This is an optimization exercise on Yosys and OpenROAD, whose aim is small area, not a production implementation.
Only simulation tests tie the RTL to the original design; equivalence was not proved.
Power figures rest on the tool's default switching activity, not on a simulated workload. The flow treats the clock pin as an ideal source, which a real chip does not have.

==> flow/design.v <==
module motu_p2_rx (
    input  wire       clk,
    input  wire       rst,         
    input  wire [3:0] cfg_nin,     
    input  wire       in_valid,
    output reg        in_ready,
    input  wire [7:0] in_data,
    input  wire       in_sop,      
    output wire       dl_valid,
    input  wire       dl_ready,
    output wire [3:0] dl_port,
    output wire [7:0] dl_data,
    output wire       dl_last,
    output reg        rp_valid,
    output wire [1:0] rp_code,     
    output wire [7:0] rp_arg
);
    localparam [2:0] S_CLR   = 3'd0,    
                     S_WAIT  = 3'd1,
                     S_SEL   = 3'd2,
                     S_DATA  = 3'd3,
                     S_RS2   = 3'd4,    
                     S_FIXED = 3'd5,
                     S_SYSEX = 3'd6,
                     S_DLV   = 3'd7;    
    reg  [2:0] state;
    reg  [3:0] sel_port;
    reg  [6:0] len;         
    reg  [1:0] rem;         
    reg  [5:0] ph;          
    reg  [3:0] ph9;         
    reg        rp_kind;     
    reg        obv;
    reg  [7:0] ob;
    reg  [7:0] mr  [0:63];
    reg  [6:0] lr  [0:8];
    wire [6:0] lr_tap = lr[8];
    wire [7:0] cur_last = (lr_tap == 7'd0) ? 8'h00 : {1'b1, ~lr_tap};
    wire [7:0] b      = in_data;
    wire       ign    = in_sop || (b == 8'hFF);
    wire       al9    = (ph9 == sel_port);
    wire       alw    = (ph == len[5:0]);             
    wire       alr    = (ph[3:0] == len[3:0]);        
    function [1:0] cls;
        input [7:0] c;
        begin
            if (c == 8'hF0)                               cls = 2'd0;
            else if (c == 8'hF5)                          cls = 2'd1;
            else if (c[7] == 1'b0 || c[6] == 1'b0 || c[7:4] == 4'hE) cls = 2'd3;
            else                                          cls = 2'd2;
        end
    endfunction
    function [1:0] slen;
        input [7:0] c;
        begin
            if (c[7:4] == 4'hC || c[7:4] == 4'hD)         slen = 2'd2;
            else if (c[7:4] != 4'hF)                      slen = 2'd3;
            else if (c == 8'hF1 || c == 8'hF2 || c == 8'hF3) slen = 2'd2;
            else                                          slen = 2'd1;
        end
    endfunction
    always @(*) begin
        case (state)
            S_WAIT, S_SEL:           in_ready = 1'b1;
            S_DATA:                  in_ready = al9 && !(in_valid && !in_sop && !b[7]);
            S_RS2, S_FIXED, S_SYSEX: in_ready = alw;
            default:                 in_ready = 1'b0;
        endcase
    end
    wire take   = in_valid && in_ready;
    wire feed   = take && !ign;
    wire start  = (state == S_DATA) && in_valid && al9 && !ign;
    wire app    = start || (feed && (state == S_RS2 || state == S_FIXED || state == S_SEL ||
                                     (state == S_SYSEX && !len[6])));
    wire [7:0] wdata = (start && !b[7]) ? cur_last : b;
    wire       lwe  = start && b[7];
    wire [6:0] lins = (state == S_CLR) ? 7'd0 : (lwe ? ~b[6:0] : lr_tap);
    wire       xfer  = obv && dl_ready;
    wire       ld    = (state == S_DLV) && alr && (!obv || (dl_ready && !dl_last));
    reg  [7:0] tap;
    always @(*) begin
        case (len[5:4] - ph[5:4])
            2'd0: tap = mr[63];
            2'd1: tap = mr[47];
            2'd2: tap = mr[31];
            default: tap = mr[15];
        endcase
    end
    integer i;
    always @(posedge clk) begin
        mr[0] <= app ? wdata : mr[63];
        for (i = 1; i < 64; i = i + 1)
            mr[i] <= mr[i-1];
        lr[0] <= lins;
        for (i = 1; i < 9; i = i + 1)
            lr[i] <= lr[i-1];
    end
    always @(posedge clk) begin
        if (rst) begin
            state    <= S_CLR;
            ph9      <= 4'd0;
            obv      <= 1'b0;
            rp_valid <= 1'b0;
        end else begin
            ph9      <= (ph9 == 4'd8) ? 4'd0 : ph9 + 4'd1;
            rp_valid <= 1'b0;
            case (state)
                S_CLR: if (ph9 == 4'd8) state <= S_WAIT;
                S_WAIT: if (feed && b == 8'hF5) state <= S_SEL;
                S_SEL: if (feed) begin
                    if (b >= {4'd0, cfg_nin}) begin
                        rp_valid <= 1'b1;
                        rp_kind  <= 1'b1;
                        state    <= S_WAIT;
                    end else begin
                        sel_port <= b[3:0];
                        state    <= S_DATA;
                    end
                end
                S_DATA: if (start) begin
                    len <= 7'd1;
                    if (!b[7]) begin
                        rem   <= cls(cur_last);
                        state <= S_RS2;
                    end else if (b == 8'hF5) begin
                        state <= S_SEL;
                    end else if (b == 8'hF0) begin
                        rem   <= 2'd0;
                        state <= S_SYSEX;
                    end else begin
                        rem <= slen(b);
                        if (slen(b) == 2'd1) begin
                            len   <= 7'd0;
                            state <= S_DLV;
                        end else begin
                            state <= S_FIXED;
                        end
                    end
                end
                S_RS2: if (feed) begin
                    len <= 7'd2;
                    case (rem)
                        2'd0: state <= S_SYSEX;
                        2'd1: state <= S_SEL;
                        2'd2: begin len <= 7'd0; state <= S_DLV; end
                        default: state <= S_FIXED;
                    endcase
                end
                S_FIXED: if (feed) begin
                    len <= len + 7'd1;
                    if (len[1:0] + 2'd1 == rem) begin
                        len   <= 7'd0;
                        state <= S_DLV;
                    end
                end
                S_SYSEX: if (feed) begin
                    if (len[6]) begin
                        rp_valid <= 1'b1;
                        rp_kind  <= 1'b0;
                        state    <= S_WAIT;
                    end else begin
                        len <= len + 7'd1;
                        if (b == 8'hF7) begin
                            len   <= 7'd0;
                            state <= S_DLV;
                        end
                    end
                end
                S_DLV: begin
                    if (ld) begin
                        obv <= 1'b1;
                        len <= len + 7'd1;
                    end else if (xfer) begin
                        obv <= 1'b0;
                        if (dl_last) state <= S_DATA;
                    end
                end
                default: ;
            endcase
        end
        ph   <= start ? 6'd1 : ph + 6'd1;
        if (ld) ob <= tap;
    end
    assign dl_valid = obv;
    assign dl_port  = sel_port;
    assign dl_data  = ob;
    assign dl_last  = (rem == 2'd0) ? (ob == 8'hF7) : (len[1:0] == rem);
    assign rp_code  = {rp_kind, !rp_kind};
    assign rp_arg   = rp_kind ? mr[0] : {4'd0, sel_port};
endmodule
export LEC_CHECK = 0
export CAP_MARGIN = 20
export CORE_MARGIN = 2
export CORE_UTILIZATION = 60
export PLACE_DENSITY = 0.7
export SLEW_MARGIN = 20
create_clock -name core_clock -period 12.0 [get_ports {clk}]
standard.sh (not shown) runs the stock make flow with config.mk's settings and CLKGATE_MAP_FILE= SYNTH_SCRIPT=/design/flow/synth_recipe.tcl, a recipe that flattens the netlist after the stock synthesis.
==> flow/flow/run.sh <==
#!/bin/bash
# Own layout flow: the standard flow (standard synthesis, floorplan, placement,
# routing) with a leaner clock tree: larger sink clusters driven by clkbuf_16 and no
# dummy loads, and the smallest buffer on the ports. All tool output goes to
# flow_make.log here; ORFS's per-step logs stay under orfs/logs/.
set -euo pipefail
bash standard.sh \
  "CTS_ARGS=-sink_clustering_enable -repair_clock_nets -dont_use_dummy_load -buf_list {sky130_fd_sc_hd__clkbuf_8 sky130_fd_sc_hd__clkbuf_16} -sink_clustering_size 28 -sink_clustering_max_diameter 70" \
  "BUFFER_PORTS_ARGS=-buffer_cell sky130_fd_sc_hd__buf_1" \
  finish > flow_make.log 2>&1
The starting point finished clean.
==> next run, changes <==
==> flow/flow/run.sh (replaced) <==
#!/bin/bash
# Own layout flow: the standard flow (standard.sh) with
#  - synthesis: the standard synthesis script with an area-oriented ABC
#    recipe (flow/my_synth.tcl) and no adder-cell mapping, so adders are
#    mapped by ABC with the rest of the logic; registers are unchanged;
#  - a leaner clock tree: sink clusters of up to 35 flip-flops driven by
#    clkbuf_16 and no dummy loads;
#  - the smallest buffer (buf_1) on the ports.
# All make/tool output goes to flow_make.log here; ORFS's per-step logs stay
# under orfs/logs/.
set -euo pipefail
export FLOW_SYNTH_TCL="$PWD/synth_recipe.tcl"
bash standard.sh \
  "SYNTH_SCRIPT=$PWD/flow/my_synth.tcl" \
  "ADDER_MAP_FILE=" \
  "CTS_ARGS=-sink_clustering_enable -repair_clock_nets -dont_use_dummy_load -buf_list sky130_fd_sc_hd__clkbuf_16 -sink_clustering_size 35 -sink_clustering_max_diameter 80" \
  "BUFFER_PORTS_ARGS=-buffer_cell sky130_fd_sc_hd__buf_1" \
  finish > flow_make.log 2>&1
==> flow/flow/my_synth.tcl (new file) <==
# The standard synthesis (synth_recipe.tcl, sourced unchanged), with only the
# combinational mapping changed: ABC restructures the logic for size
# (&deepsyn, 240 s) and maps it for area (two rounds of choice networks and
# area-oriented mapping) instead of ORFS's delay-oriented script with
# buffering and upsizing. Registers are mapped and named exactly as in the
# standard synthesis, since ABC only sees the logic between them.
proc abc {args} {
  set i [lsearch -exact $args -script]
  if { $i >= 0 } {
    set args [lreplace $args $i [expr { $i + 1 }] \
      -script "+strash;&get,-n;&deepsyn,-T,240;&put;dch,-f;map,-a;strash;dch,-f;map,-a;topo"]
  }
  yosys abc {*}$args
}
source $::env(FLOW_SYNTH_TCL)
Critical path depth is unchanged; final area came out lower by 4.2%; total power came out lower by 2.3%; combinational power came out higher by 33%; routed wire length came out lower by 4.7%.
==> next run, changes <==
==> flow/flow/run.sh (replaced) <==
#!/bin/bash
# Own layout flow: the standard flow (standard synthesis, floorplan, placement,
# routing) with a leaner clock tree: larger sink clusters driven by clkbuf_16 and no
# dummy loads, and the smallest buffer on the ports. All tool output goes to
# flow_make.log here; ORFS's per-step logs stay under orfs/logs/.
set -euo pipefail
bash standard.sh \
  "CTS_ARGS=-sink_clustering_enable -repair_clock_nets -dont_use_dummy_load -buf_list sky130_fd_sc_hd__clkbuf_16 -sink_clustering_size 35 -sink_clustering_max_diameter 80" \
  "BUFFER_PORTS_ARGS=-buffer_cell sky130_fd_sc_hd__buf_1" \
  finish > flow_make.log 2>&1
--- a/flow/config.mk
+++ b/flow/config.mk
@@ -9,4 +9,4 @@
 export CORE_MARGIN = 2
-export CORE_UTILIZATION = 60
-export PLACE_DENSITY = 0.7
+export CORE_UTILIZATION = 70
+export PLACE_DENSITY = 0.8
 export SLEW_MARGIN = 20
removed: flow/flow/my_synth.tcl
=>
- The new run produced a clean layout
- worst setup slack is worse by 0.41 ns
- cell area increases by 3.1%
- die area drops by 10%
- sequential cell count is unchanged
==> next run, changes <==
--- a/flow/config.mk
+++ b/flow/config.mk
@@ -9,4 +9,4 @@
 export CORE_MARGIN = 2
-export CORE_UTILIZATION = 70
-export PLACE_DENSITY = 0.8
+export CORE_UTILIZATION = 60
+export PLACE_DENSITY = 0.7
 export SLEW_MARGIN = 20
Critical path depth does not change.
Cell area went up by about 0.4%.
Setup slack gets better by 0.011 ns.
Utilization went down by 10 points.
Sequential share of layout area went down by 0.32 points.
Power is about the same.
Hold slack is about the same.
==> next run, changes <==
--- a/flow/flow/run.sh
+++ b/flow/flow/run.sh
@@ -7,3 +7,3 @@
 bash standard.sh \
-  "CTS_ARGS=-sink_clustering_enable -repair_clock_nets -dont_use_dummy_load -buf_list sky130_fd_sc_hd__clkbuf_16 -sink_clustering_size 35 -sink_clustering_max_diameter 80" \
+  "CTS_ARGS=-sink_clustering_enable -repair_clock_nets -dont_use_dummy_load -buf_list sky130_fd_sc_hd__clkbuf_16 -sink_clustering_size 38 -sink_clustering_max_diameter 45" \
   "BUFFER_PORTS_ARGS=-buffer_cell sky130_fd_sc_hd__buf_1" \
--- a/flow/config.mk
+++ b/flow/config.mk
@@ -9,4 +9,4 @@
 export CORE_MARGIN = 2
-export CORE_UTILIZATION = 60
-export PLACE_DENSITY = 0.7
+export CORE_UTILIZATION = 70
+export PLACE_DENSITY = 0.9
 export SLEW_MARGIN = 20
=> The new run went through all stages and came out clean. Wire length rises by about 20%. Fmax is about the same. Core utilization rises by 12 points. Register-to-register slack loses 0.16 ns.

separate check: timing with driven ports:
The results above use ideal ports. As a check the final layouts listed here were re-extracted and re-timed, cells and wires unchanged.
Step 1 assumes that a clkbuf_16 drives the clock port and a buf_2 every other input.
Step 2 times the ports against the registers' clock, not the clock port: input delays grow and output delays shrink by t, the midpoint of the rising clock arrivals with the driver on.
a / b / c = ideal ports / drivers / drivers and shift; a / b = the first two.
| run | t (ns) | slack for setup (ns) | worst slew at a driven data input, ns |
|---|---|---|---|
| the first run | 0.581 | 5.933 / 5.899 / 5.899 | 0.08 |
| the second run | 0.566 | 6.321 / 6.299 / 6.299 | 0.04 |
| the third run | 0.571 | 5.912 / 5.887 / 5.887 | 0.07 |
| the fourth run | 0.572 | 5.923 / 5.888 / 5.888 | 0.09 |
| the fifth run | 0.558 | 5.910 / 5.874 / 5.874 | 0.08 |
After both steps every run listed still meets setup and hold. The setup slack of the fifth run, which loses most, moves by -0.036 ns with the drivers and by -0.036 ns with both steps.
